This is an optimization exercise on Yosys and OpenROAD, whose aim is small area, a short achievable clock period and few clock cycles, not a production implementation. No functional check of the RTL was part of any run shown here. Power figures rest on the tool's default switching activity, not on a simulated workload.

==> design/flow/design.v <==
module c2mux_addr_enc (
    input  wire        clk,
    input  wire        rst,
    input  wire        start,
    input  wire [63:0] id,
    input  wire [3:0]  idlen,
    input  wire [7:0]  subid,
    input  wire        mcast,
    output reg         busy,
    output reg         done,
    output wire [47:0] addr,
    output wire        addr_valid,
    output wire [2:0]  cfgerr
);
    function [5:0] info;
        input [7:0] c;
        input       pad;
        begin
            info = pad ? 6'b111011 : {c[6], c[4:0]};
        end
    endfunction
    function [5:0] conv;
        input [5:0] h;
        begin
            conv = h[5] ? ({1'b0, h[4:0]} + 6'd9) : {2'b00, h[3:0]};
        end
    endfunction
    function valid_char;
        input [7:0] c;
        begin
            valid_char = (c[7:4] == 4'h3 && c[3:0] <= 4'd9) ||
                         (c[7:6] == 2'b01 && c[4:0] != 5'd0 && c[4:0] <= 5'd26);
        end
    endfunction
    reg [1:0] chk;
    reg       bad;
    integer   k;
    always @(*) begin
        bad = 1'b0;
        for (k = 0; k < 8; k = k + 1)
            if (k < idlen && !valid_char(id[8*k +: 8]))
                bad = 1'b1;
        if (subid[7:4] != 4'd0)
            chk = 2'd1;
        else if (idlen > 4'd8)
            chk = 2'd3;
        else if (bad)
            chk = 2'd2;
        else
            chk = 2'd0;
    end
    reg [5:0] ring [0:6];
    reg [5:0] c;
    reg [2:0] kc;           
    reg [2:0] pc;           
    reg [3:0] sub_r;
    reg       mc_r;
    reg [1:0] err_r;
    reg       ok_r;
    wire [5:0]  h    = ring[0];
    wire [8:0]  h5   = {3'd0, h} + {1'd0, h, 2'd0};
    wire [11:0] a37  = {h, 5'd0} + {3'd0, h5};
    wire [6:0]  tl   = {1'b0, a37[5:0]} + {1'b0, c};
    wire [11:0] t    = {a37[11:6] + {5'd0, tl[6]}, tl[5:0]};
    wire        md_a = kc < pc;
    wire        md_b = kc == pc;
    wire [5:0]  out  = md_a ? t[5:0] : (md_b ? c : h);
    wire        fin  = kc == 3'd6 && pc == 3'd7;
    integer j;
    always @(posedge clk) begin
        for (j = 0; j < 6; j = j + 1)
            ring[j] <= busy ? ring[j+1] : info(id[8*(6-j) +: 8], (6 - j) >= idlen);
        ring[6] <= busy ? out : info(id[7:0], idlen == 4'd0);
        if (!busy)
            c <= conv(info(id[63:56], idlen < 4'd8));
        else if (md_a)
            c <= t[11:6];
        else if (md_b)
            c <= conv(h);
        kc <= (!busy || kc == 3'd6) ? 3'd0 : kc + 3'd1;
        if (!busy)
            pc <= 3'd0;
        else if (kc == 3'd6)
            pc <= pc + 3'd1;
        if (!busy) begin
            sub_r <= subid[3:0];
            mc_r  <= mcast;
            err_r <= chk;
            ok_r  <= chk == 2'd0;
        end
        if (rst) begin
            busy <= 1'b0;
            done <= 1'b0;
        end else begin
            done <= busy && fin;
            busy <= busy ? !fin : start;
        end
    end
    assign addr = {ring[6][5:4], sub_r, 1'b1, mc_r, ring[6][3:0], ring[5],
                   ring[4], ring[3], ring[2], ring[1], ring[0]};
    assign addr_valid = ok_r;
    assign cfgerr     = {1'b0, err_r};
endmodule
module c2mux_act_est #(
    parameter N_SPEECH = 320
) (
    input  wire        clk,
    input  wire        rst,
    input  wire        smp_valid,
    input  wire [15:0] smp_data,
    input  wire [31:0] thr,
    output reg         done,
    output wire [39:0] sumsq,
    output reg         below
);
    localparam CNT_W = $clog2(N_SPEECH);
    reg [CNT_W-1:0] cnt;
    reg [14:0]      y;
    reg             s;
    reg             last_r;
    reg             last_q;
    reg             clr;
    reg             rst_q;
    reg [39:0]      acc;
    reg             c_r;
    reg             fin;
    reg [39:0]      sum_r;
    reg [31:0]      thr_rot;
    reg [1:0]       cy;
    reg [2:0]       k;
    reg             run;
    reg [30:0] sq0;
    reg [30:0] sq1;
    wire take = smp_valid && !rst;
    wire last = (cnt == N_SPEECH - 1);
    always @(posedge clk) begin
        if (rst)
            cnt <= {CNT_W{1'b0}};
        else if (smp_valid)
            cnt <= last ? {CNT_W{1'b0}} : cnt + 1'b1;
        s      <= take && smp_data[15];
        y      <= take ? (smp_data[14:0] ^ {15{smp_data[15]}}) : 15'd0;
        last_r <= take && last;
    end
    wire [39:0] acc_in = clr ? 40'd0 : acc;
    wire fs0;
    wire fc0;
    wire fs1;
    wire fc1;
    wire fs2;
    wire fc2;
    wire fs3;
    wire fc3;
    wire fs4;
    wire fc4;
    wire fs5;
    wire fc5;
    wire fs6;
    wire fc6;
    wire fs7;
    wire fc7;
    wire fs8;
    wire fc8;
    wire fs9;
    wire fc9;
    wire fs10;
    wire fc10;
    wire fs11;
    wire fc11;
    wire fs12;
    wire fc12;
    wire fs13;
    wire fc13;
    wire fs14;
    wire fc14;
    wire fs15;
    wire fc15;
    wire fs16;
    wire fc16;
    wire fs17;
    wire fc17;
    wire fs18;
    wire fc18;
    wire fs19;
    wire fc19;
    wire fs20;
    wire fc20;
    wire fs21;
    wire fc21;
    wire fs22;
    wire fc22;
    wire fs23;
    wire fc23;
    wire fs24;
    wire fc24;
    wire fs25;
    wire fc25;
    wire fs26;
    wire fc26;
    wire fs27;
    wire fc27;
    wire fs28;
    wire fc28;
    wire fs29;
    wire fc29;
    wire fs30;
    wire fc30;
    wire fs31;
    wire fc31;
    wire fs32;
    wire fc32;
    wire fs33;
    wire fc33;
    wire fs34;
    wire fc34;
    wire fs35;
    wire fc35;
    wire fs36;
    wire fc36;
    wire fs37;
    wire fc37;
    wire fs38;
    wire fc38;
    wire fs39;
    wire fc39;
    wire fs40;
    wire fc40;
    wire fs41;
    wire fc41;
    wire fs42;
    wire fc42;
    wire fs43;
    wire fc43;
    wire fs44;
    wire fc44;
    wire fs45;
    wire fc45;
    wire fs46;
    wire fc46;
    wire fs47;
    wire fc47;
    wire fs48;
    wire fc48;
    wire fs49;
    wire fc49;
    wire fs50;
    wire fc50;
    wire fs51;
    wire fc51;
    wire fs52;
    wire fc52;
    wire fs53;
    wire fc53;
    wire fs54;
    wire fc54;
    wire fs55;
    wire fc55;
    wire fs56;
    wire fc56;
    wire fs57;
    wire fc57;
    wire fs58;
    wire fc58;
    wire fs59;
    wire fc59;
    wire fs60;
    wire fc60;
    wire fs61;
    wire fc61;
    wire fs62;
    wire fc62;
    wire fs63;
    wire fc63;
    wire fs64;
    wire fc64;
    wire fs65;
    wire fc65;
    wire fs66;
    wire fc66;
    wire fs67;
    wire fc67;
    wire fs68;
    wire fc68;
    wire fs69;
    wire fc69;
    wire fs70;
    wire fc70;
    wire fs71;
    wire fc71;
    wire fs72;
    wire fc72;
    wire fs73;
    wire fc73;
    wire fs74;
    wire fc74;
    wire fs75;
    wire fc75;
    wire fs76;
    wire fc76;
    wire fs77;
    wire fc77;
    wire fs78;
    wire fc78;
    wire fs79;
    wire fc79;
    wire fs80;
    wire fc80;
    wire fs81;
    wire fc81;
    wire fs82;
    wire fc82;
    wire fs83;
    wire fc83;
    wire fs84;
    wire fc84;
    wire fs85;
    wire fc85;
    wire fs86;
    wire fc86;
    wire fs87;
    wire fc87;
    wire fs88;
    wire fc88;
    wire fs89;
    wire fc89;
    wire fs90;
    wire fc90;
    wire fs91;
    wire fc91;
    wire fs92;
    wire fc92;
    wire fs93;
    wire fc93;
    wire fs94;
    wire fc94;
    wire fs95;
    wire fc95;
    wire fs96;
    wire fc96;
    wire fs97;
    wire fc97;
    wire fs98;
    wire fc98;
    wire fs99;
    wire fc99;
    wire fs100;
    wire fc100;
    wire fs101;
    wire fc101;
    wire fs102;
    wire fc102;
    wire fs103;
    wire fc103;
    wire fs104;
    wire fc104;
    wire fs105;
    wire fc105;
    wire fs106;
    wire fc106;
    wire fs107;
    wire fc107;
    wire fs108;
    wire fc108;
    wire fs109;
    wire fc109;
    wire fs110;
    wire fc110;
    wire fs111;
    wire fc111;
    wire fs112;
    wire fc112;
    wire fs113;
    wire fc113;
    wire fs114;
    wire fc114;
    wire fs115;
    wire fc115;
    wire fs116;
    wire fc116;
    wire fs117;
    wire fc117;
    wire fs118;
    wire fc118;
    wire fs119;
    wire fc119;
    wire fs120;
    wire fc120;
    wire fs121;
    wire fc121;
    wire fs122;
    wire fc122;
    wire fs123;
    wire fc123;
    wire fs124;
    wire fc124;
    wire fs125;
    wire fc125;
    wire fs126;
    wire fc126;
    wire fs127;
    wire fc127;
    wire fs128;
    wire fc128;
    wire fs129;
    wire fc129;
    wire fs130;
    wire fc130;
    wire fs131;
    wire fc131;
    wire fs132;
    wire fc132;
    wire fs133;
    wire fc133;
    wire fs134;
    wire fc134;
    wire [39:0] xy1;
    wire [39:0] xy2;
    assign fs0 = y[5] ^ (s & y[9]);
    assign fc0 = y[5] & (s & y[9]);
    assign fs1 = (s & y[10]) ^ (y[0] & y[10]);
    assign fc1 = (s & y[10]) & (y[0] & y[10]);
    assign fs2 = y[6] ^ (s & y[11]) ^ (y[0] & y[11]);
    assign fc2 = (y[6] & (s & y[11])) | (y[6] & (y[0] & y[11])) | ((s & y[11]) & (y[0] & y[11]));
    assign fs3 = (y[1] & y[10]) ^ (y[2] & y[9]);
    assign fc3 = (y[1] & y[10]) & (y[2] & y[9]);
    assign fs4 = (s & y[12]) ^ (y[0] & y[12]) ^ (y[1] & y[11]);
    assign fc4 = ((s & y[12]) & (y[0] & y[12])) | ((s & y[12]) & (y[1] & y[11])) | ((y[0] & y[12]) & (y[1] & y[11]));
    assign fs5 = (y[2] & y[10]) ^ (y[3] & y[9]);
    assign fc5 = (y[2] & y[10]) & (y[3] & y[9]);
    assign fs6 = y[7] ^ (s & y[13]) ^ (y[0] & y[13]);
    assign fc6 = (y[7] & (s & y[13])) | (y[7] & (y[0] & y[13])) | ((s & y[13]) & (y[0] & y[13]));
    assign fs7 = (y[1] & y[12]) ^ (y[2] & y[11]) ^ (y[3] & y[10]);
    assign fc7 = ((y[1] & y[12]) & (y[2] & y[11])) | ((y[1] & y[12]) & (y[3] & y[10])) | ((y[2] & y[11]) & (y[3] & y[10]));
    assign fs8 = (y[4] & y[9]) ^ (y[5] & y[8]);
    assign fc8 = (y[4] & y[9]) & (y[5] & y[8]);
    assign fs9 = (s & y[14]) ^ (y[0] & y[14]) ^ (y[1] & y[13]);
    assign fc9 = ((s & y[14]) & (y[0] & y[14])) | ((s & y[14]) & (y[1] & y[13])) | ((y[0] & y[14]) & (y[1] & y[13]));
    assign fs10 = (y[2] & y[12]) ^ (y[3] & y[11]) ^ (y[4] & y[10]);
    assign fc10 = ((y[2] & y[12]) & (y[3] & y[11])) | ((y[2] & y[12]) & (y[4] & y[10])) | ((y[3] & y[11]) & (y[4] & y[10]));
    assign fs11 = (y[5] & y[9]) ^ (y[6] & y[8]);
    assign fc11 = (y[5] & y[9]) & (y[6] & y[8]);
    assign fs12 = y[8] ^ (y[1] & y[14]) ^ (y[2] & y[13]);
    assign fc12 = (y[8] & (y[1] & y[14])) | (y[8] & (y[2] & y[13])) | ((y[1] & y[14]) & (y[2] & y[13]));
    assign fs13 = (y[3] & y[12]) ^ (y[4] & y[11]) ^ (y[5] & y[10]);
    assign fc13 = ((y[3] & y[12]) & (y[4] & y[11])) | ((y[3] & y[12]) & (y[5] & y[10])) | ((y[4] & y[11]) & (y[5] & y[10]));
    assign fs14 = (y[6] & y[9]) ^ (y[7] & y[8]);
    assign fc14 = (y[6] & y[9]) & (y[7] & y[8]);
    assign fs15 = (y[2] & y[14]) ^ (y[3] & y[13]) ^ (y[4] & y[12]);
    assign fc15 = ((y[2] & y[14]) & (y[3] & y[13])) | ((y[2] & y[14]) & (y[4] & y[12])) | ((y[3] & y[13]) & (y[4] & y[12]));
    assign fs16 = (y[5] & y[11]) ^ (y[6] & y[10]);
    assign fc16 = (y[5] & y[11]) & (y[6] & y[10]);
    assign fs17 = y[9] ^ (y[3] & y[14]) ^ (y[4] & y[13]);
    assign fc17 = (y[9] & (y[3] & y[14])) | (y[9] & (y[4] & y[13])) | ((y[3] & y[14]) & (y[4] & y[13]));
    assign fs18 = (y[5] & y[12]) ^ (y[6] & y[11]);
    assign fc18 = (y[5] & y[12]) & (y[6] & y[11]);
    assign fs19 = (y[4] & y[14]) ^ (y[5] & y[13]);
    assign fc19 = (y[4] & y[14]) & (y[5] & y[13]);
    assign fs20 = y[10] ^ (y[5] & y[14]);
    assign fc20 = y[10] & (y[5] & y[14]);
    assign fs21 = y[3] ^ (s & y[5]);
    assign fc21 = y[3] & (s & y[5]);
    assign fs22 = (s & y[6]) ^ (y[0] & y[6]);
    assign fc22 = (s & y[6]) & (y[0] & y[6]);
    assign fs23 = y[4] ^ (s & y[7]) ^ (y[0] & y[7]);
    assign fc23 = (y[4] & (s & y[7])) | (y[4] & (y[0] & y[7])) | ((s & y[7]) & (y[0] & y[7]));
    assign fs24 = (y[1] & y[6]) ^ (y[2] & y[5]);
    assign fc24 = (y[1] & y[6]) & (y[2] & y[5]);
    assign fs25 = (s & y[8]) ^ (y[0] & y[8]) ^ (y[1] & y[7]);
    assign fc25 = ((s & y[8]) & (y[0] & y[8])) | ((s & y[8]) & (y[1] & y[7])) | ((y[0] & y[8]) & (y[1] & y[7]));
    assign fs26 = (y[2] & y[6]) ^ (y[3] & y[5]);
    assign fc26 = (y[2] & y[6]) & (y[3] & y[5]);
    assign fs27 = (y[0] & y[9]) ^ (y[1] & y[8]) ^ (y[2] & y[7]);
    assign fc27 = ((y[0] & y[9]) & (y[1] & y[8])) | ((y[0] & y[9]) & (y[2] & y[7])) | ((y[1] & y[8]) & (y[2] & y[7]));
    assign fs28 = (y[3] & y[6]) ^ (y[4] & y[5]) ^ fs0;
    assign fc28 = ((y[3] & y[6]) & (y[4] & y[5])) | ((y[3] & y[6]) & fs0) | ((y[4] & y[5]) & fs0);
    assign fs29 = (y[1] & y[9]) ^ (y[2] & y[8]) ^ (y[3] & y[7]);
    assign fc29 = ((y[1] & y[9]) & (y[2] & y[8])) | ((y[1] & y[9]) & (y[3] & y[7])) | ((y[2] & y[8]) & (y[3] & y[7]));
    assign fs30 = (y[4] & y[6]) ^ fc0 ^ fs1;
    assign fc30 = ((y[4] & y[6]) & fc0) | ((y[4] & y[6]) & fs1) | (fc0 & fs1);
    assign fs31 = (y[3] & y[8]) ^ (y[4] & y[7]) ^ (y[5] & y[6]);
    assign fc31 = ((y[3] & y[8]) & (y[4] & y[7])) | ((y[3] & y[8]) & (y[5] & y[6])) | ((y[4] & y[7]) & (y[5] & y[6]));
    assign fs32 = fc1 ^ fs3 ^ fs2;
    assign fc32 = (fc1 & fs3) | (fc1 & fs2) | (fs3 & fs2);
    assign fs33 = (y[4] & y[8]) ^ (y[5] & y[7]) ^ fc3;
    assign fc33 = ((y[4] & y[8]) & (y[5] & y[7])) | ((y[4] & y[8]) & fc3) | ((y[5] & y[7]) & fc3);
    assign fs34 = fs5 ^ fc2 ^ fs4;
    assign fc34 = (fs5 & fc2) | (fs5 & fs4) | (fc2 & fs4);
    assign fs35 = (y[6] & y[7]) ^ fc5 ^ fs8;
    assign fc35 = ((y[6] & y[7]) & fc5) | ((y[6] & y[7]) & fs8) | (fc5 & fs8);
    assign fs36 = fc4 ^ fs6 ^ fs7;
    assign fc36 = (fc4 & fs6) | (fc4 & fs7) | (fs6 & fs7);
    assign fs37 = fc8 ^ fs11 ^ fc6;
    assign fc37 = (fc8 & fs11) | (fc8 & fc6) | (fs11 & fc6);
    assign fs38 = fc7 ^ fs10 ^ fs9;
    assign fc38 = (fc7 & fs10) | (fc7 & fs9) | (fs10 & fs9);
    assign fs39 = fc11 ^ fs14 ^ fc10;
    assign fc39 = (fc11 & fs14) | (fc11 & fc10) | (fs14 & fc10);
    assign fs40 = fc9 ^ fs12 ^ fs13;
    assign fc40 = (fc9 & fs12) | (fc9 & fs13) | (fs12 & fs13);
    assign fs41 = (y[7] & y[9]) ^ fc14 ^ fs16;
    assign fc41 = ((y[7] & y[9]) & fc14) | ((y[7] & y[9]) & fs16) | (fc14 & fs16);
    assign fs42 = fc12 ^ fc13 ^ fs15;
    assign fc42 = (fc12 & fc13) | (fc12 & fs15) | (fc13 & fs15);
    assign fs43 = (y[7] & y[10]) ^ (y[8] & y[9]) ^ fc16;
    assign fc43 = ((y[7] & y[10]) & (y[8] & y[9])) | ((y[7] & y[10]) & fc16) | ((y[8] & y[9]) & fc16);
    assign fs44 = fs18 ^ fc15 ^ fs17;
    assign fc44 = (fs18 & fc15) | (fs18 & fs17) | (fc15 & fs17);
    assign fs45 = (y[6] & y[12]) ^ (y[7] & y[11]) ^ (y[8] & y[10]);
    assign fc45 = ((y[6] & y[12]) & (y[7] & y[11])) | ((y[6] & y[12]) & (y[8] & y[10])) | ((y[7] & y[11]) & (y[8] & y[10]));
    assign fs46 = fc18 ^ fs19 ^ fc17;
    assign fc46 = (fc18 & fs19) | (fc18 & fc17) | (fs19 & fc17);
    assign fs47 = (y[6] & y[13]) ^ (y[7] & y[12]) ^ (y[8] & y[11]);
    assign fc47 = ((y[6] & y[13]) & (y[7] & y[12])) | ((y[6] & y[13]) & (y[8] & y[11])) | ((y[7] & y[12]) & (y[8] & y[11]));
    assign fs48 = (y[9] & y[10]) ^ fc19 ^ fs20;
    assign fc48 = ((y[9] & y[10]) & fc19) | ((y[9] & y[10]) & fs20) | (fc19 & fs20);
    assign fs49 = (y[6] & y[14]) ^ (y[7] & y[13]) ^ (y[8] & y[12]);
    assign fc49 = ((y[6] & y[14]) & (y[7] & y[13])) | ((y[6] & y[14]) & (y[8] & y[12])) | ((y[7] & y[13]) & (y[8] & y[12]));
    assign fs50 = (y[9] & y[11]) ^ fc20;
    assign fc50 = (y[9] & y[11]) & fc20;
    assign fs51 = y[11] ^ (y[10] & y[11]) ^ (y[7] & y[14]);
    assign fc51 = (y[11] & (y[10] & y[11])) | (y[11] & (y[7] & y[14])) | ((y[10] & y[11]) & (y[7] & y[14]));
    assign fs52 = (y[8] & y[13]) ^ (y[9] & y[12]);
    assign fc52 = (y[8] & y[13]) & (y[9] & y[12]);
    assign fs53 = (y[10] & y[12]) ^ (y[8] & y[14]);
    assign fc53 = (y[10] & y[12]) & (y[8] & y[14]);
    assign fs54 = y[12] ^ (y[10] & y[13]);
    assign fc54 = y[12] & (y[10] & y[13]);
    assign fs55 = y[2] ^ (s & y[3]);
    assign fc55 = y[2] & (s & y[3]);
    assign fs56 = (s & y[4]) ^ (y[0] & y[4]);
    assign fc56 = (s & y[4]) & (y[0] & y[4]);
    assign fs57 = (y[0] & y[5]) ^ (y[1] & y[4]) ^ (y[2] & y[3]);
    assign fc57 = ((y[0] & y[5]) & (y[1] & y[4])) | ((y[0] & y[5]) & (y[2] & y[3])) | ((y[1] & y[4]) & (y[2] & y[3]));
    assign fs58 = (y[1] & y[5]) ^ (y[2] & y[4]) ^ fc21;
    assign fc58 = ((y[1] & y[5]) & (y[2] & y[4])) | ((y[1] & y[5]) & fc21) | ((y[2] & y[4]) & fc21);
    assign fs59 = (y[3] & y[4]) ^ fc22 ^ fs24;
    assign fc59 = ((y[3] & y[4]) & fc22) | ((y[3] & y[4]) & fs24) | (fc22 & fs24);
    assign fs60 = fc24 ^ fs26 ^ fc23;
    assign fc60 = (fc24 & fs26) | (fc24 & fc23) | (fs26 & fc23);
    assign fs61 = fc26 ^ fc25 ^ fs27;
    assign fc61 = (fc26 & fc25) | (fc26 & fs27) | (fc25 & fs27);
    assign fs62 = fc27 ^ fs29 ^ fc28;
    assign fc62 = (fc27 & fs29) | (fc27 & fc28) | (fs29 & fc28);
    assign fs63 = fc29 ^ fs31 ^ fc30;
    assign fc63 = (fc29 & fs31) | (fc29 & fc30) | (fs31 & fc30);
    assign fs64 = fc31 ^ fs33 ^ fc32;
    assign fc64 = (fc31 & fs33) | (fc31 & fc32) | (fs33 & fc32);
    assign fs65 = fc33 ^ fs35 ^ fc34;
    assign fc65 = (fc33 & fs35) | (fc33 & fc34) | (fs35 & fc34);
    assign fs66 = fc35 ^ fc36 ^ fs37;
    assign fc66 = (fc35 & fc36) | (fc35 & fs37) | (fc36 & fs37);
    assign fs67 = fc37 ^ fc38 ^ fs39;
    assign fc67 = (fc37 & fc38) | (fc37 & fs39) | (fc38 & fs39);
    assign fs68 = fs41 ^ fc39 ^ fc40;
    assign fc68 = (fs41 & fc39) | (fs41 & fc40) | (fc39 & fc40);
    assign fs69 = fc41 ^ fs43 ^ fc42;
    assign fc69 = (fc41 & fs43) | (fc41 & fc42) | (fs43 & fc42);
    assign fs70 = fs45 ^ fc43 ^ fc44;
    assign fc70 = (fs45 & fc43) | (fs45 & fc44) | (fc43 & fc44);
    assign fs71 = fc45 ^ fs47 ^ fs48;
    assign fc71 = (fc45 & fs47) | (fc45 & fs48) | (fs47 & fs48);
    assign fs72 = fc47 ^ fs49 ^ fs50;
    assign fc72 = (fc47 & fs49) | (fc47 & fs50) | (fs49 & fs50);
    assign fs73 = fs52 ^ fc49 ^ fs51;
    assign fc73 = (fs52 & fc49) | (fs52 & fs51) | (fc49 & fs51);
    assign fs74 = (y[9] & y[13]) ^ fc52 ^ fs53;
    assign fc74 = ((y[9] & y[13]) & fc52) | ((y[9] & y[13]) & fs53) | (fc52 & fs53);
    assign fs75 = (y[11] & y[12]) ^ (y[9] & y[14]) ^ fc53;
    assign fc75 = ((y[11] & y[12]) & (y[9] & y[14])) | ((y[11] & y[12]) & fc53) | ((y[9] & y[14]) & fc53);
    assign fs76 = (y[10] & y[14]) ^ (y[11] & y[13]);
    assign fc76 = (y[10] & y[14]) & (y[11] & y[13]);
    assign fs77 = y[13] ^ (y[11] & y[14]);
    assign fc77 = y[13] & (y[11] & y[14]);
    assign fs78 = y[1] ^ (s & y[1]);
    assign fc78 = y[1] & (s & y[1]);
    assign fs79 = (s & y[2]) ^ (y[0] & y[2]);
    assign fc79 = (s & y[2]) & (y[0] & y[2]);
    assign fs80 = (y[0] & y[3]) ^ (y[1] & y[2]) ^ fs55;
    assign fc80 = ((y[0] & y[3]) & (y[1] & y[2])) | ((y[0] & y[3]) & fs55) | ((y[1] & y[2]) & fs55);
    assign fs81 = (y[1] & y[3]) ^ fc55 ^ fs56;
    assign fc81 = ((y[1] & y[3]) & fc55) | ((y[1] & y[3]) & fs56) | (fc55 & fs56);
    assign fs82 = fc56 ^ fs21 ^ fs57;
    assign fc82 = (fc56 & fs21) | (fc56 & fs57) | (fs21 & fs57);
    assign fs83 = fs22 ^ fc57 ^ fs58;
    assign fc83 = (fs22 & fc57) | (fs22 & fs58) | (fc57 & fs58);
    assign fs84 = fs23 ^ fc58 ^ fs59;
    assign fc84 = (fs23 & fc58) | (fs23 & fs59) | (fc58 & fs59);
    assign fs85 = fs25 ^ fc59 ^ fs60;
    assign fc85 = (fs25 & fc59) | (fs25 & fs60) | (fc59 & fs60);
    assign fs86 = fs28 ^ fc60 ^ fs61;
    assign fc86 = (fs28 & fc60) | (fs28 & fs61) | (fc60 & fs61);
    assign fs87 = fs30 ^ fc61 ^ fs62;
    assign fc87 = (fs30 & fc61) | (fs30 & fs62) | (fc61 & fs62);
    assign fs88 = fs32 ^ fc62 ^ fs63;
    assign fc88 = (fs32 & fc62) | (fs32 & fs63) | (fc62 & fs63);
    assign fs89 = fs34 ^ fc63 ^ fs64;
    assign fc89 = (fs34 & fc63) | (fs34 & fs64) | (fc63 & fs64);
    assign fs90 = fs36 ^ fc64 ^ fs65;
    assign fc90 = (fs36 & fc64) | (fs36 & fs65) | (fc64 & fs65);
    assign fs91 = fs38 ^ fc65 ^ fs66;
    assign fc91 = (fs38 & fc65) | (fs38 & fs66) | (fc65 & fs66);
    assign fs92 = fs40 ^ fc66 ^ fs67;
    assign fc92 = (fs40 & fc66) | (fs40 & fs67) | (fc66 & fs67);
    assign fs93 = fs42 ^ fc67 ^ fs68;
    assign fc93 = (fs42 & fc67) | (fs42 & fs68) | (fc67 & fs68);
    assign fs94 = fs44 ^ fc68 ^ fs69;
    assign fc94 = (fs44 & fc68) | (fs44 & fs69) | (fc68 & fs69);
    assign fs95 = fs46 ^ fc69 ^ fs70;
    assign fc95 = (fs46 & fc69) | (fs46 & fs70) | (fc69 & fs70);
    assign fs96 = fc46 ^ fs71 ^ fc70;
    assign fc96 = (fc46 & fs71) | (fc46 & fc70) | (fs71 & fc70);
    assign fs97 = fc48 ^ fs72 ^ fc71;
    assign fc97 = (fc48 & fs72) | (fc48 & fc71) | (fs72 & fc71);
    assign fs98 = fc50 ^ fs73 ^ fc72;
    assign fc98 = (fc50 & fs73) | (fc50 & fc72) | (fs73 & fc72);
    assign fs99 = fc51 ^ fs74 ^ fc73;
    assign fc99 = (fc51 & fs74) | (fc51 & fc73) | (fs74 & fc73);
    assign fs100 = fs54 ^ fc74 ^ fs75;
    assign fc100 = (fs54 & fc74) | (fs54 & fs75) | (fc74 & fs75);
    assign fs101 = fc54 ^ fs76 ^ fc75;
    assign fc101 = (fc54 & fs76) | (fc54 & fc75) | (fs76 & fc75);
    assign fs102 = (y[12] & y[13]) ^ fc76 ^ fs77;
    assign fc102 = ((y[12] & y[13]) & fc76) | ((y[12] & y[13]) & fs77) | (fc76 & fs77);
    assign fs103 = (y[12] & y[14]) ^ fc77;
    assign fc103 = (y[12] & y[14]) & fc77;
    assign fs104 = y[14] ^ (y[13] & y[14]);
    assign fc104 = y[14] & (y[13] & y[14]);
    always @(posedge clk) begin
        sq0 <= {1'b0, fc104, fs104, fs103, fs102, fc100, fs100, fs99, fs98, fs97, fc95, fc94, fc93, fc92, fc91, fc90, fc89, fc88, fc87, fc86, fc85, fc84, fc83, fc82, fc81, fc80, fc79, fc78, (y[0] & y[1]), (s & y[0]), s};
        sq1 <= {1'b0, 1'b0, fc103, fc102, fc101, fs101, fc99, fc98, fc97, fc96, fs96, fs95, fs94, fs93, fs92, fs91, fs90, fs89, fs88, fs87, fs86, fs85, fs84, fs83, fs82, fs81, fs80, fs79, fs78, 1'b0, y[0]};
    end
    assign fs105 = sq0[0] ^ sq1[0];
    assign fc105 = sq0[0] & sq1[0];
    assign fs106 = sq0[1] ^ acc_in[1];
    assign fc106 = sq0[1] & acc_in[1];
    assign fs107 = sq0[2] ^ sq1[2] ^ acc_in[2];
    assign fc107 = (sq0[2] & sq1[2]) | (sq0[2] & acc_in[2]) | (sq1[2] & acc_in[2]);
    assign fs108 = sq0[3] ^ sq1[3] ^ acc_in[3];
    assign fc108 = (sq0[3] & sq1[3]) | (sq0[3] & acc_in[3]) | (sq1[3] & acc_in[3]);
    assign fs109 = sq0[4] ^ sq1[4] ^ acc_in[4];
    assign fc109 = (sq0[4] & sq1[4]) | (sq0[4] & acc_in[4]) | (sq1[4] & acc_in[4]);
    assign fs110 = sq0[5] ^ sq1[5] ^ acc_in[5];
    assign fc110 = (sq0[5] & sq1[5]) | (sq0[5] & acc_in[5]) | (sq1[5] & acc_in[5]);
    assign fs111 = sq0[6] ^ sq1[6] ^ acc_in[6];
    assign fc111 = (sq0[6] & sq1[6]) | (sq0[6] & acc_in[6]) | (sq1[6] & acc_in[6]);
    assign fs112 = sq0[7] ^ sq1[7] ^ acc_in[7];
    assign fc112 = (sq0[7] & sq1[7]) | (sq0[7] & acc_in[7]) | (sq1[7] & acc_in[7]);
    assign fs113 = sq0[8] ^ sq1[8] ^ acc_in[8];
    assign fc113 = (sq0[8] & sq1[8]) | (sq0[8] & acc_in[8]) | (sq1[8] & acc_in[8]);
    assign fs114 = sq0[9] ^ sq1[9] ^ acc_in[9];
    assign fc114 = (sq0[9] & sq1[9]) | (sq0[9] & acc_in[9]) | (sq1[9] & acc_in[9]);
    assign fs115 = sq0[10] ^ sq1[10] ^ acc_in[10];
    assign fc115 = (sq0[10] & sq1[10]) | (sq0[10] & acc_in[10]) | (sq1[10] & acc_in[10]);
    assign fs116 = sq0[11] ^ sq1[11] ^ acc_in[11];
    assign fc116 = (sq0[11] & sq1[11]) | (sq0[11] & acc_in[11]) | (sq1[11] & acc_in[11]);
    assign fs117 = sq0[12] ^ sq1[12] ^ acc_in[12];
    assign fc117 = (sq0[12] & sq1[12]) | (sq0[12] & acc_in[12]) | (sq1[12] & acc_in[12]);
    assign fs118 = sq0[13] ^ sq1[13] ^ acc_in[13];
    assign fc118 = (sq0[13] & sq1[13]) | (sq0[13] & acc_in[13]) | (sq1[13] & acc_in[13]);
    assign fs119 = sq0[14] ^ sq1[14] ^ acc_in[14];
    assign fc119 = (sq0[14] & sq1[14]) | (sq0[14] & acc_in[14]) | (sq1[14] & acc_in[14]);
    assign fs120 = sq0[15] ^ sq1[15] ^ acc_in[15];
    assign fc120 = (sq0[15] & sq1[15]) | (sq0[15] & acc_in[15]) | (sq1[15] & acc_in[15]);
    assign fs121 = sq0[16] ^ sq1[16] ^ acc_in[16];
    assign fc121 = (sq0[16] & sq1[16]) | (sq0[16] & acc_in[16]) | (sq1[16] & acc_in[16]);
    assign fs122 = sq0[17] ^ sq1[17] ^ acc_in[17];
    assign fc122 = (sq0[17] & sq1[17]) | (sq0[17] & acc_in[17]) | (sq1[17] & acc_in[17]);
    assign fs123 = sq0[18] ^ sq1[18] ^ acc_in[18];
    assign fc123 = (sq0[18] & sq1[18]) | (sq0[18] & acc_in[18]) | (sq1[18] & acc_in[18]);
    assign fs124 = sq0[19] ^ sq1[19] ^ acc_in[19];
    assign fc124 = (sq0[19] & sq1[19]) | (sq0[19] & acc_in[19]) | (sq1[19] & acc_in[19]);
    assign fs125 = sq0[20] ^ sq1[20] ^ acc_in[20];
    assign fc125 = (sq0[20] & sq1[20]) | (sq0[20] & acc_in[20]) | (sq1[20] & acc_in[20]);
    assign fs126 = sq0[21] ^ sq1[21] ^ acc_in[21];
    assign fc126 = (sq0[21] & sq1[21]) | (sq0[21] & acc_in[21]) | (sq1[21] & acc_in[21]);
    assign fs127 = sq0[22] ^ sq1[22] ^ acc_in[22];
    assign fc127 = (sq0[22] & sq1[22]) | (sq0[22] & acc_in[22]) | (sq1[22] & acc_in[22]);
    assign fs128 = sq0[23] ^ sq1[23] ^ acc_in[23];
    assign fc128 = (sq0[23] & sq1[23]) | (sq0[23] & acc_in[23]) | (sq1[23] & acc_in[23]);
    assign fs129 = sq0[24] ^ sq1[24] ^ acc_in[24];
    assign fc129 = (sq0[24] & sq1[24]) | (sq0[24] & acc_in[24]) | (sq1[24] & acc_in[24]);
    assign fs130 = sq0[25] ^ sq1[25] ^ acc_in[25];
    assign fc130 = (sq0[25] & sq1[25]) | (sq0[25] & acc_in[25]) | (sq1[25] & acc_in[25]);
    assign fs131 = sq0[26] ^ sq1[26] ^ acc_in[26];
    assign fc131 = (sq0[26] & sq1[26]) | (sq0[26] & acc_in[26]) | (sq1[26] & acc_in[26]);
    assign fs132 = sq0[27] ^ sq1[27] ^ acc_in[27];
    assign fc132 = (sq0[27] & sq1[27]) | (sq0[27] & acc_in[27]) | (sq1[27] & acc_in[27]);
    assign fs133 = sq0[28] ^ sq1[28] ^ acc_in[28];
    assign fc133 = (sq0[28] & sq1[28]) | (sq0[28] & acc_in[28]) | (sq1[28] & acc_in[28]);
    assign fs134 = sq0[29] ^ acc_in[29];
    assign fc134 = sq0[29] & acc_in[29];
    assign xy1 = {acc_in[39], acc_in[38], acc_in[37], acc_in[36], acc_in[35], acc_in[34], acc_in[33], acc_in[32], acc_in[31], acc_in[30], fs134, fc132, fc131, fc130, fc129, fc128, fc127, fc126, fc125, fc124, fc123, fc122, fc121, fc120, fc119, fc118, fc117, fc116, fc115, fc114, fc113, fc112, fc111, fc110, fc109, fc108, fc107, fc106, fc105, acc_in[0]};
    assign xy2 = {1'b0, 1'b0, 1'b0, 1'b0, 1'b0, 1'b0, 1'b0, 1'b0, 1'b0, fc134, fc133, fs133, fs132, fs131, fs130, fs129, fs128, fs127, fs126, fs125, fs124, fs123, fs122, fs121, fs120, fs119, fs118, fs117, fs116, fs115, fs114, fs113, fs112, fs111, fs110, fs109, fs108, fs107, fs106, fs105};
    wire        cin    = !clr && c_r;
    wire [16:0] lo_sum = {1'b0, xy1[15:0]} + {1'b0, xy2[15:0]};
    wire [25:0] hi_sum = {1'b0, xy1[39:16], 1'b1} + {1'b0, xy2[39:16], cin};
    wire [39:0] acc_nxt = {hi_sum[24:1], lo_sum[15:0]};
    always @(posedge clk) begin
        last_q <= !rst && last_r;
        acc    <= acc_nxt;
        c_r    <= lo_sum[16];
        rst_q  <= rst;
        clr    <= rst || rst_q || last_q;
        fin    <= !rst && last_q;
    end
    wire [4:0] m1 = (k == 3'd7) ? 5'b00000 : (k == 3'd6) ? 5'b00011 : 5'b11111;
    wire [4:0] m4 = (k == 3'd7) ? 5'b00000 : (k == 3'd6) ? 5'b01111 :
                    (k == 3'd0) ? 5'b11100 : 5'b11111;
    wire [4:0] sv = (k == 3'd7) ? 5'd0 : sum_r[9:5];
    wire [4:0] t1 = thr_rot[21:17] & m1;
    wire [4:0] t4 = thr_rot[19:15] & m4;
    wire [6:0] dv = {2'b0, sv} + {2'b0, ~t1} + {2'b0, ~t4} + {5'b0, cy};
    always @(posedge clk) begin
        sum_r   <= fin ? {acc[39:16] + {23'd0, c_r}, acc[15:0]} : {sum_r[4:0], sum_r[39:5]};
        thr_rot <= last ? thr : {thr_rot[4:0], thr_rot[31:5]};
        cy      <= fin ? 2'd2 : dv[6:5];
        k       <= fin ? 3'd0 : k + 3'd1;
        if (run && k == 3'd7)
            below <= dv[4];
        if (rst) begin
            run  <= 1'b0;
            done <= 1'b0;
        end else begin
            run  <= fin || (run && k != 3'd7);
            done <= run && k == 3'd7;
        end
    end
    assign sumsq = sum_r;
endmodule
module c2mux_dp (
    input  wire        clk,
    input  wire        rst,           
    input  wire        enc_start,     
    input  wire [63:0] enc_id,        
    input  wire [3:0]  enc_idlen,
    input  wire [7:0]  enc_subid,     
    input  wire        enc_mcast,
    output wire        enc_busy,
    output wire        enc_done,
    output wire [47:0] addr,          
    output wire        addr_valid,
    output wire [2:0]  cfgerr,
    input  wire        smp_valid,
    input  wire [15:0] smp_data,      
    input  wire [31:0] thr,           
    output wire        est_done,
    output wire [39:0] sumsq,
    output wire        est_data       
);
    c2mux_addr_enc u_enc (
        .clk        (clk),
        .rst        (rst),
        .start      (enc_start),
        .id         (enc_id),
        .idlen      (enc_idlen),
        .subid      (enc_subid),
        .mcast      (enc_mcast),
        .busy       (enc_busy),
        .done       (enc_done),
        .addr       (addr),
        .addr_valid (addr_valid),
        .cfgerr     (cfgerr)
    );
    c2mux_act_est #(.N_SPEECH(320)) u_est (
        .clk       (clk),
        .rst       (rst),
        .smp_valid (smp_valid),
        .smp_data  (smp_data),
        .thr       (thr),
        .done      (est_done),
        .sumsq     (sumsq),
        .below     (est_data)
    );
endmodule
==> design/flow/flow/run.sh <==
#!/bin/bash
# Layout flow: the standard ORFS flow (standard.sh), with two changes to
# how the layout is made:
#  - ports are buffered with sky130_fd_sc_hd__buf_1 instead of the default
#    delay cell chosen by buffer_ports (still one buffer on every port);
#  - timing repair aims for more setup slack than the 10 ns clock needs.
# The clock period, SDC, synthesis, floorplan, power grid and tap cells are
# the standard flow's own. Each tool's output goes to the ORFS logs under orfs/logs and
# to flow.log here.
set -uo pipefail
bash standard.sh \
  BUFFER_PORTS_ARGS="-buffer_cell sky130_fd_sc_hd__buf_1" \
  SETUP_SLACK_MARGIN=6.8 \
  finish > flow.log 2>&1
st=$?
mkdir -p logs
cp -r orfs/logs/. logs/ 2>/dev/null || true
exit $st
==> design/flow/standard.sh <==
#!/bin/bash
# synth_recipe.tcl (not shown) runs the flow's synth.tcl, then flattens the netlist and writes it again
# the make line also repeats each setting of config.mk as NAME=value (left out here)
make -C /OpenROAD-flow-scripts/flow DESIGN_CONFIG=/design/flow/config.mk WORK_HOME=/design/flow/orfs CLKGATE_MAP_FILE= SYNTH_SCRIPT=/design/flow/synth_recipe.tcl "${@:-finish}"
==> design/flow/config.mk <==
export PLATFORM = sky130hd
export DESIGN_NAME = c2mux_dp
export DESIGN_NICKNAME = c2mux_dp
export VERILOG_FILES = /design/flow/design.v
export SDC_FILE = /design/flow/constraint.sdc
export NUM_CORES = 4
export LEC_CHECK = 0
export CAP_MARGIN = 20
export CORE_MARGIN = 2
export CORE_UTILIZATION = 60
export CTS_BUF_LIST = sky130_fd_sc_hd__clkbuf_16
export CTS_CLUSTER_DIAMETER = 100
export CTS_CLUSTER_SIZE = 25
export SLEW_MARGIN = 20
==> design/flow/constraint.sdc <==
create_clock -name core_clock -period 10.0 [get_ports {clk}]
set_input_delay 2.0000 -clock core_clock [delete_from_list [all_inputs] [get_ports {clk}]]
set_output_delay 2.0000 -clock core_clock [all_outputs]
set_load 0.01 [all_outputs]
==> results of run 1 <==
## layer usage
layer | vias up | global-route usage (%) | part of all wire [%]
li1 | 5832 | - | -
met1 | 5673 | 35.6 | 48
met2 | 272 | 41.6 | 46
met3 | 43 | 2.65 | 4.5
met4 | 0 | 4.09 | 1.3
met5 | - | 0 | 0
## sequential cells by signal (all words and copies together), names as in the netlist, 2 cells and up
name,count
u_enc.kc,3
u_est.sq0,30
u_est.y,15
u_est.k,3
u_est.cy,2
u_est.acc,40
u_est.cnt,9
u_est.sum_r,40
u_enc.pc,3
u_enc.sub_r,4
u_enc.ring,42
u_enc.err_r,2
u_est.thr_rot,32
u_est.sq1,28
u_enc.c,6
## repair_timing
item | in CTS | in global routing
pin swaps | 11 | 22
setup buffers | 9 | 7
hold buffers | 0 | 0
hold endpoints to repair | 0 | 0
endpoints found under the setup margin | 34 | 30
gates resized for setup | 46 | 34
cloned | 4 | 0
## through the flow
stage               setup WS (ns)  instances
detailed placement           5.83       2169
finish                       6.57       2211
global placement             5.90       2169
global route                 6.49       2211
CTS                          6.61       2204
floorplan                    6.33       1671
## power by group
group          leakage, µW  internal, µW  total (µW)  switching [µW]
clock             0.000226           281         642             362
combinational      0.00560           241         526             285
sequential         0.00226          1170        1250            76.8
total              0.00809          1700        2420             724
## cells by family (layout without fill, tap and decap cells)
| group | after synthesis | count (layout) | share of synthesized area (%) |
|---|---|---|---|
| other | 2 | 2 | 0.0475 |
| buffers and inverters | 288 | 493 | 6.91 |
| XOR/XNOR | 98 | 98 | 5.43 |
| multiplexers | 60 | 60 | 4.20 |
| flip-flops | 273 | 273 | 35.5 |
| AO/OA/AOI/OAI | 268 | 268 | 10.8 |
| AND/OR/NAND/NOR | 464 | 464 | 14.5 |
| adder cells (fa/ha/maj) | 218 | 218 | 22.5 |
## placed cells by master (no fill, tap or decap), drive strengths merged, types with 11 or more instances in the layout
cell,n
inv,228
xnor2,65
dfxtp,258
nor3,16
a21oi,83
clkbuf,16
and3,11
mux2,50
and2,91
o21ai,69
o22a,11
ha,107
nor2,101
nand2b,34
nand2,129
xor2,33
a21o,21
nand3,23
edfxtp,15
o21bai,11
buf,242
fa,111
nor2b,32
## worst max-delay path, stage by stage
cell      delay (ns)
buf_8           0.09
or2_4           0.27
or4_1           0.46
a221o_1         0.28
a21oi_2         0.17
o211ai_1        0.14
o31a_1          0.27
## layout make-up
type | instances | area (µm²) | area share (%)
timing repair buffer | 247 | 1180 | 6.58
multi-input combinational | 1110 | 9380 | 52.5
tap | 335 | 419 | 2.34
clock buffer | 15 | 375 | 2.10
sequential | 273 | 5630 | 31.5
inverter | 224 | 842 | 4.71
clock inverter | 7 | 51.3 | 0.287
## path summary, 6_finish.rpt
check                   start              to  slack [ns]  cells after the start
max              enc_idlen[0]  u_enc.err_r[1]        6.57                      7
min               u_est.rst_q       u_est.clr        0.42                      1
max reg2reg  u_enc.ring[0][5]      u_enc.c[2]        6.69                     11
min reg2reg       u_est.rst_q       u_est.clr        0.42                      1
==> results.txt, run 1 <==
Clocking:
- No sink is reached through more buffers than the 3 on the longest clock path.
- Counting the buffers created by CTS gives 15.
- Clock-pin slew was measured on the worst setup and hold paths at around 0.10 ns.
- In this run the number of H-tree levels came out at 1.
- TritonCTS built the clock tree.
- For this design, the sink count on the clock tree is 273.
- The clock reaches the later pin of the worst-skew pair after around 0.5 ns.
- The clock root buffer is clkbuf_16.

Synthesis:
- The mapped cell area is roughly 16000 µm².
- The most used flip-flop cell after synthesis is dfxtp_1.
- The synthesized instance count is 1671.
- The number of synthesis warnings is 3.
- The number of enable-type register cells in the synthesized netlist is 15.
- The synthesized design devotes to its leading area cell type about 33% of total area.
- The number of nets produced by synthesis is 2018.
- Synthesis inferred about 270 register bits.
- The per-instance average area after synthesis is 9.46 µm².
- Ranked by total cell area, the synthesized netlist is headed by dfxtp_1 33%, fa_1 14%, ha_1 8.5%, inv_1 5.3%, and2_1 3.6%.
- After synthesis, the most frequently instantiated cells are 258 x dfxtp_1, 222 x inv_1, 129 x nand2_1, 111 x fa_1, 107 x ha_1.
- The proportion of synthesized chip area in sequential cells is ~36%.
- The count of distinct cell types in the synthesized netlist is 65.
- The fraction of synthesis flops using an asynchronous set or reset pin is 0%.
- The most common cell in the netlist is dfxtp_1.
- Summed over all instances, the cell type with the most area after synthesis is dfxtp_1.

Critical path:
- Data on the critical path arrives at its endpoint at ~3.7 ns.
- At the worst endpoint, the required time is a little over 10 ns.
- The worst setup path is of the input port to flip-flop kind.
- The kind of capture point of the worst setup path is a flip-flop.
- The worst setup path is launched from an input port.
- In this run the worst path has a maximum fanout of 4.

STA:
- Adding up every negative setup slack in the final design gives 0 ns.
- The worst slew margin relative to its limit is 34.0%.
- Setup repair after global routing could not meet its margin everywhere.
- Hold is met by approximately 0.42 ns.
- The count of final hold-check violations was 0.
- The highest attainable clock frequency is 291 MHz.
- The max-slew violation count was 0.
- The count of endpoints failing setup in the final report is 0.
- Subtracting the final worst setup slack from the clock period gives 3.43 ns.
- The worst path uses 34.3% of the clock period.
- At the pin with the least slew margin, the transition time is 0.990 ns.
- The final clock skew is ~0.022 ns.

Placed design:
- The placer congestion estimate is 0.905.
- The placed cell area is 16900 µm².
- Detailed placement finished with a half-perimeter wire length of roughly 26000 µm.
- The count of buffers from port buffering is approximately 220.

Power:
- IR analysis of the VDD net gives a maximum drop of roughly 160 µV.
- The leakage power figure is a little over 0.008 µW.
- The design draws 2420 µW.
- Dividing total power by cell area gives a power density of approximately 140 nW/µm².

Cells and area:
- In the final layout, the share of cells above drive strength 1 is 8.96%.
- The post-layout net count is 2218.
- Summing all non-filler instances in the final layout gives an area of about 18000 µm².
- 0 antenna diodes ended up in the layout.
- Fill cells in the final layout number about 2200.
- Measured on the finished design, the core utilization comes to between 60 and 70%.
- The area added between synthesis and finish is 13.2%.

Min path:
- The classification of the worst-slack hold path is flip-flop to flip-flop.

Floorplan:
- Row generation in the floorplan step produced 59 rows.
- The floorplan die height is between 150 and 200 µm.
- The starting density of the core is between 60% and 70%.
- The die outline area is approximately 28000 µm².
- The placeable core area is between 20000 and 30000 µm².
- Pin placement for this block handled around 230 I/O pins.
- In this run the horizontal extent of the chip is approximately 170 µm.

Global routing:
- The via count of the first global-routing pass came to 11500.
- The initial antenna violation count is 0.
- The overall fraction of global-route tracks in use is ~25%.
- Entering global routing, the biggest net connects 69 pins.
- Global routing finished with a remaining overflow of 0.
- The global-route wire length before repair is roughly 57000 µm.

Job:
- The count of max-cap constraint violations is 0.

Drt:
- After detailed routing, the number of remaining DRC violations is 0.
- After detailed routing, the total wire length is 34600 µm.
- The detailed-router iteration count before antenna repair is 5.
- The first routing iteration left around 690 violations.
- Dividing the detail-routed wire length by the instance count gives 15.7 µm.
- The count of nets left with antenna violations once routing finished came out at 0.
- The routed layout has approximately 12000 vias.
- Using the TritonRoute via totals, the vias-per-cell ratio works out to roughly 5.3.

Status:
- The flow ran to the end and the layout has no timing, DRC or antenna violations.
==> run 2: changes to the inputs <==
--- a/design/flow/flow/run.sh
+++ b/design/flow/flow/run.sh
@@ -11,5 +11,5 @@
 bash standard.sh \
   BUFFER_PORTS_ARGS="-buffer_cell sky130_fd_sc_hd__buf_1" \
-  SETUP_SLACK_MARGIN=6.8 \
+  SETUP_SLACK_MARGIN=6.5 \
   finish > flow.log 2>&1
 st=$?
==> run 2 against run 1 <==
Design area is 2.7% lower. Clock skew is 0.013 ns higher. Critical path depth stayed put. Sequential power hardly changed. Setup slack worse by 0.089 ns. Register-to-register slack worse by 0.02 ns. Sequential share of layout area is 0.80 points higher. Sequential cell count stayed put. Core utilization is 1.9 points lower. Die area stayed put. Critical path type unchanged. Largest power group unchanged.
==> results.txt, run 2 <==
Status:
- The run finished with no timing, DRC or antenna violations.

Cells and area:
- Compared with the post-synthesis result, the final layout area differs by 10.1%.
- Leaving out fill and tap cells, the most frequent cells in the layout are 255 x dfxtp_1, 227 x inv_1, 218 x buf_1, 129 x nand2_1, 111 x fa_1.
- u_enc.ring holds more flip-flops than any other register.
- The share of final-layout standard cells stronger than drive strength 1 is ~5.7%.
- In the final layout, the registers with the most flip-flops are u_enc.ring: 42 flops, u_est.acc: 40 flops, u_est.sum_r: 40 flops.
- The final cell utilization of the core is 66.9%.
- After the last flow step, the layout net total stands at 2202.
- The register with the most flip-flops in the layout has 42 of them.
- Once layout is complete, the cells apart from fillers number about 2200.
- The number of antenna repair diodes is 0.
- The library cell used most frequently in the layout, excluding fill and tap cells, is dfxtp_1.

Drt:
- The detail route stage leaves a number of antenna-violating nets equal to 0.
- The routed via count is between 10000 and 15000.
- The DRC violation count after routing is 0.
- Dividing the detail-routed wire length by the instance count gives approximately 15 µm.
- The number of violations reported at the end of detailed-routing iteration 0 is between 700 and 800.
- Before antenna repair, the detailed router went through 6 iterations.
- In the routed layout, each cell is associated on average with a via count of between 5 and 6.
- Wires add up to about 34000 µm.

Synthesis:
- Counting every instance in the synthesized netlist gives between 1500 and 2000.
- The count of distinct cell types in the synthesized netlist is between 60 and 70.
- Counting instances in the post-synthesis netlist gives the leading cell types as 258 x dfxtp_1, 222 x inv_1, 129 x nand2_1, 111 x fa_1, 107 x ha_1.
- Among all flip-flop cells after synthesis, the most frequent one is dfxtp_1.
- In this run, synthesis produced a sequential element count of 273.
- After synthesis the cells add up to ~16000 µm².
- The most common cell in the netlist is dfxtp_1.
- During synthesis, Yosys emitted a total of 3 warnings.
- The top cell type by total area after synthesis is dfxtp_1.
- The proportion of synthesized chip area in sequential cells is 35.5%.
- The synthesized design devotes to its leading area cell type between 30% and 40% of total area.
- The per-instance average area after synthesis is ~9.5 µm².
- The fraction of synthesis flops using an asynchronous set or reset pin is 0%.
- After synthesis, the cell types taking the most area are dfxtp_1 33%, fa_1 14%, ha_1 8.5%, inv_1 5.3%, and2_1 3.6%.
- In this run, synthesis inferred 15 flip-flops with an integrated enable.
- The number of nets handed over by synthesis was roughly 2000.

Clocking:
- The clock sink total is roughly 270.
- The latest clock arrival within the worst-skew pair is a little over 0.5 ns.
- TritonCTS built the clock tree.
- Clock tree synthesis selected as its root buffer the cell clkbuf_16.
- The post-cts hold buffer count is 0.
- The maximum level of the CTS H-tree is 1.
- The clock transition at the register clock pins on the worst setup and hold paths after CTS is about 0.10 ns.
- The clock passes through at most 3 buffers.
- TritonCTS created 14 clock buffers.

STA:
- The final-layout setup total negative slack is 0 ns.
- The minimum clock period after layout is between 3 and 4 ns.
- The final clock skew is between 0.03 and 0.04 ns.
- The max-slew violation count is 0.
- The count of endpoints failing setup in the final report is 0.
- Timing would allow up to 284 MHz.
- The actual slew at the worst max-slew pin is ~1 ns.
- The worst slew margin relative to its limit is around 33%.
- Setup repair after global routing could not meet its margin everywhere.
- The count of final hold-check violations was 0.
- The setup slack after layout is roughly 6.5 ns.
- The share of the clock period used by the worst path after layout is around a third.
- The tightest hold path in the finished design has a slack of between 0.4 and 0.5 ns.

Global routing:
- The initial antenna violation count is 0.
- Entering global routing, the biggest net connects slightly below 70 pins.
- For this run, the total global-route usage over all layers was measured as about a quarter.
- The total overflow left after global routing is 0.
- The via count of the first global-routing pass was approximately 11000.
- The global-route wire length before repair is between 50000 and 60000 µm.

Floorplan:
- The die is 166 µm wide.
- In this run the core area contains between 50 and 60 standard-cell rows.
- The die is between 150 and 200 µm tall.
- The floorplan step defined a die boundary enclosing ~28000 µm².
- 225 I/O pins were placed.
- The placeable core area is between 20000 and 30000 µm².
- The starting density of the core is 60.8%.

Power:
- In this run the static leakage power is 0.00790 µW.
- Across the VDD grid, the largest voltage drop is 161 µV.
- Combinational logic is responsible for a little over a fifth of the overall power.
- Power spread over the standard cell area amounts to 136 nW/µm².
- Sequential cells burn 52.9% of the power.
- Net switching is 29.5% of the power.
- The internal power contribution is around 1700 µW.
- The clock network is responsible for about a quarter of the overall power.
- The net switching power is 697 µW.

Critical path:
- The buffer and inverter count on the worst path is 1.
- The setup path with the least slack is of type input port to flip-flop.
- STA classifies the critical path endpoint as a flip-flop.
- STA classifies the critical path startpoint as an input port.
- The highest fanout seen on the critical path is 4.
- The longest individual stage delay on the worst path is a little under 0.5 ns.
- The critical path data required time is 10.24 ns.
- The cell family with the largest share of critical-path delay is compound AO/OA/AOI/OAI gates.
- The critical-path cell with the highest stage delay is or4_1.
- Walking the worst path, the cells encountered are buf_8 > or2_4 > or4_1 > a221o_1 > a21oi_2 > o211ai_1 > o31a_1.
- The signal arrival time at the worst endpoint is between 3 and 4 ns.

Placed design:
- Counting tap cells, the placed design contains a total of between 2000 and 2500 instances.
- The count of buffers from port buffering is ~220.
- The placer congestion estimate is ~0.93.
- Detailed placement finished with a half-perimeter wire length of ~26000 µm.
- The worst slack after detailed placement is around 5.8 ns.

Job:
- The tool flagged a number of max-cap violations equal to 0.

Min path:
- The classification of the worst-slack hold path is flip-flop to flip-flop.
[run 2: cell counts after synthesis]
Identical to the previous run, type by type.
[run 2: worst paths after layout]
| check | cells past startpoint | slack [ns] | start | endpoint |
|---|---|---|---|---|
| min reg2reg | 1 | 0.41 | u_est.rst_q | u_est.clr |
| max | 7 | 6.48 | enc_idlen[0] | u_enc.err_r[1] |
| max reg2reg | 17 | 6.67 | u_est.k[0] | u_est.cy[0] |
| min | 1 | 0.41 | u_est.rst_q | u_est.clr |
[run 2: stage by stage]
stage	power, µW	instance area (µm²)
floorplan	1600	15800
global placement	1740	16900
detailed placement	1750	16900
CTS	2370	17300
global route	2500	17400
finish	2360	17400
[run 2: cells by family (layout without fill, tap and decap cells)]
| kind of cell | count (synthesis) | after routing | synth area share [%] |
|---|---|---|---|
| AOI/OAI and AO/OA | 268 | 268 | 10.8 |
| xor gates and xnor gates | 98 | 98 | 5.43 |
| adders and majority gates | 218 | 218 | 22.5 |
| buffers and inverters | 288 | 477 | 6.91 |
| DFF | 273 | 273 | 35.5 |
| muxes | 60 | 60 | 4.20 |
| other | 2 | 2 | 0.0475 |
| and+or+nand+nor | 464 | 464 | 14.5 |
[run 2: repair_timing]
action / in CTS / in global routing
gates resized for setup: 4 / 28
pin swaps: 1 / 6
hold endpoints to repair: 0 / 0
endpoints found under the setup margin: 12 / 15
buffers inserted: 1 / 4
[run 2: worst reg2reg max path, delay by kind of cell (launching register included)]
| kind | cells | cell delay (ns) |
|---|---|---|
| buffers and inverters | 3 | 0.23 |
| xor gates and xnor gates | 1 | 0.15 |
| and+or+nand+nor | 5 | 0.46 |
| adders and majority gates | 6 | 1.77 |
| AOI/OAI and AO/OA | 2 | 0.27 |
| DFF | 1 | 0.34 |
[run 2: power by group through the flow]
stage                     Clock, µW  Combinational [µW]  Sequential, µW
after floorplan                   0                 352            1250
after global placement            0                 468            1270
after detailed placement          0                 482            1270
after CTS                       638                 485            1250
after global routing            680                 565            1260
final                           619                 491            1250
[run 2: metal layers]
| metal | track usage, % | up-vias | routed length [µm] | share of wire, % |
|---|---|---|---|---|
| met5 | 0 | - | 0 | 0 |
| met4 | 4.95 | 0 | 532 | 1.6 |
| met3 | 2.57 | 40 | 1600 | 4.7 |
| met2 | 40.9 | 259 | 15600 | 46 |
| met1 | 34.6 | 5616 | 16000 | 47 |
| li1 | - | 5783 | - | - |
[run 2: area by class of cell]
class / instances / area (µm²)
multi-input combinational: 1110 / 9170
fill: 2265 / 8590
sequential: 273 / 5620
timing repair buffer: 232 / 946
inverter: 224 / 845
tap: 335 / 419
clock buffer: 15 / 375
clock inverter: 6 / 22.5

## what the ideal ports hide
Ports are ideal in the flow. The routed layouts listed here were re-timed in OpenROAD. Step 1 assumes that a clkbuf_16 drives the clock port and a buf_2 every other input. Step 2, shift: input delay + t, output delay - t, t = (earliest + latest rising clock arrival at the registers) / 2. This alone moves slack from input paths to output paths. Three values: no drivers, after step 1, after step 2; two values: the first two.
run	t (ns)	setup WS [ns]	latest minus earliest clock arrival (ns)	slew at the worst register clock pin (ns)
run 1	0.536	6.566 / 6.576 / 6.040	0.023 / 0.022	0.10 / 0.10
run 2	0.535	6.477 / 6.470 / 5.935	0.036 / 0.036	0.11 / 0.11
After both steps every run listed still meets setup and hold. The setup slack of run 2, which loses most, moves by -0.007 ns with the drivers and by -0.542 ns with both steps.
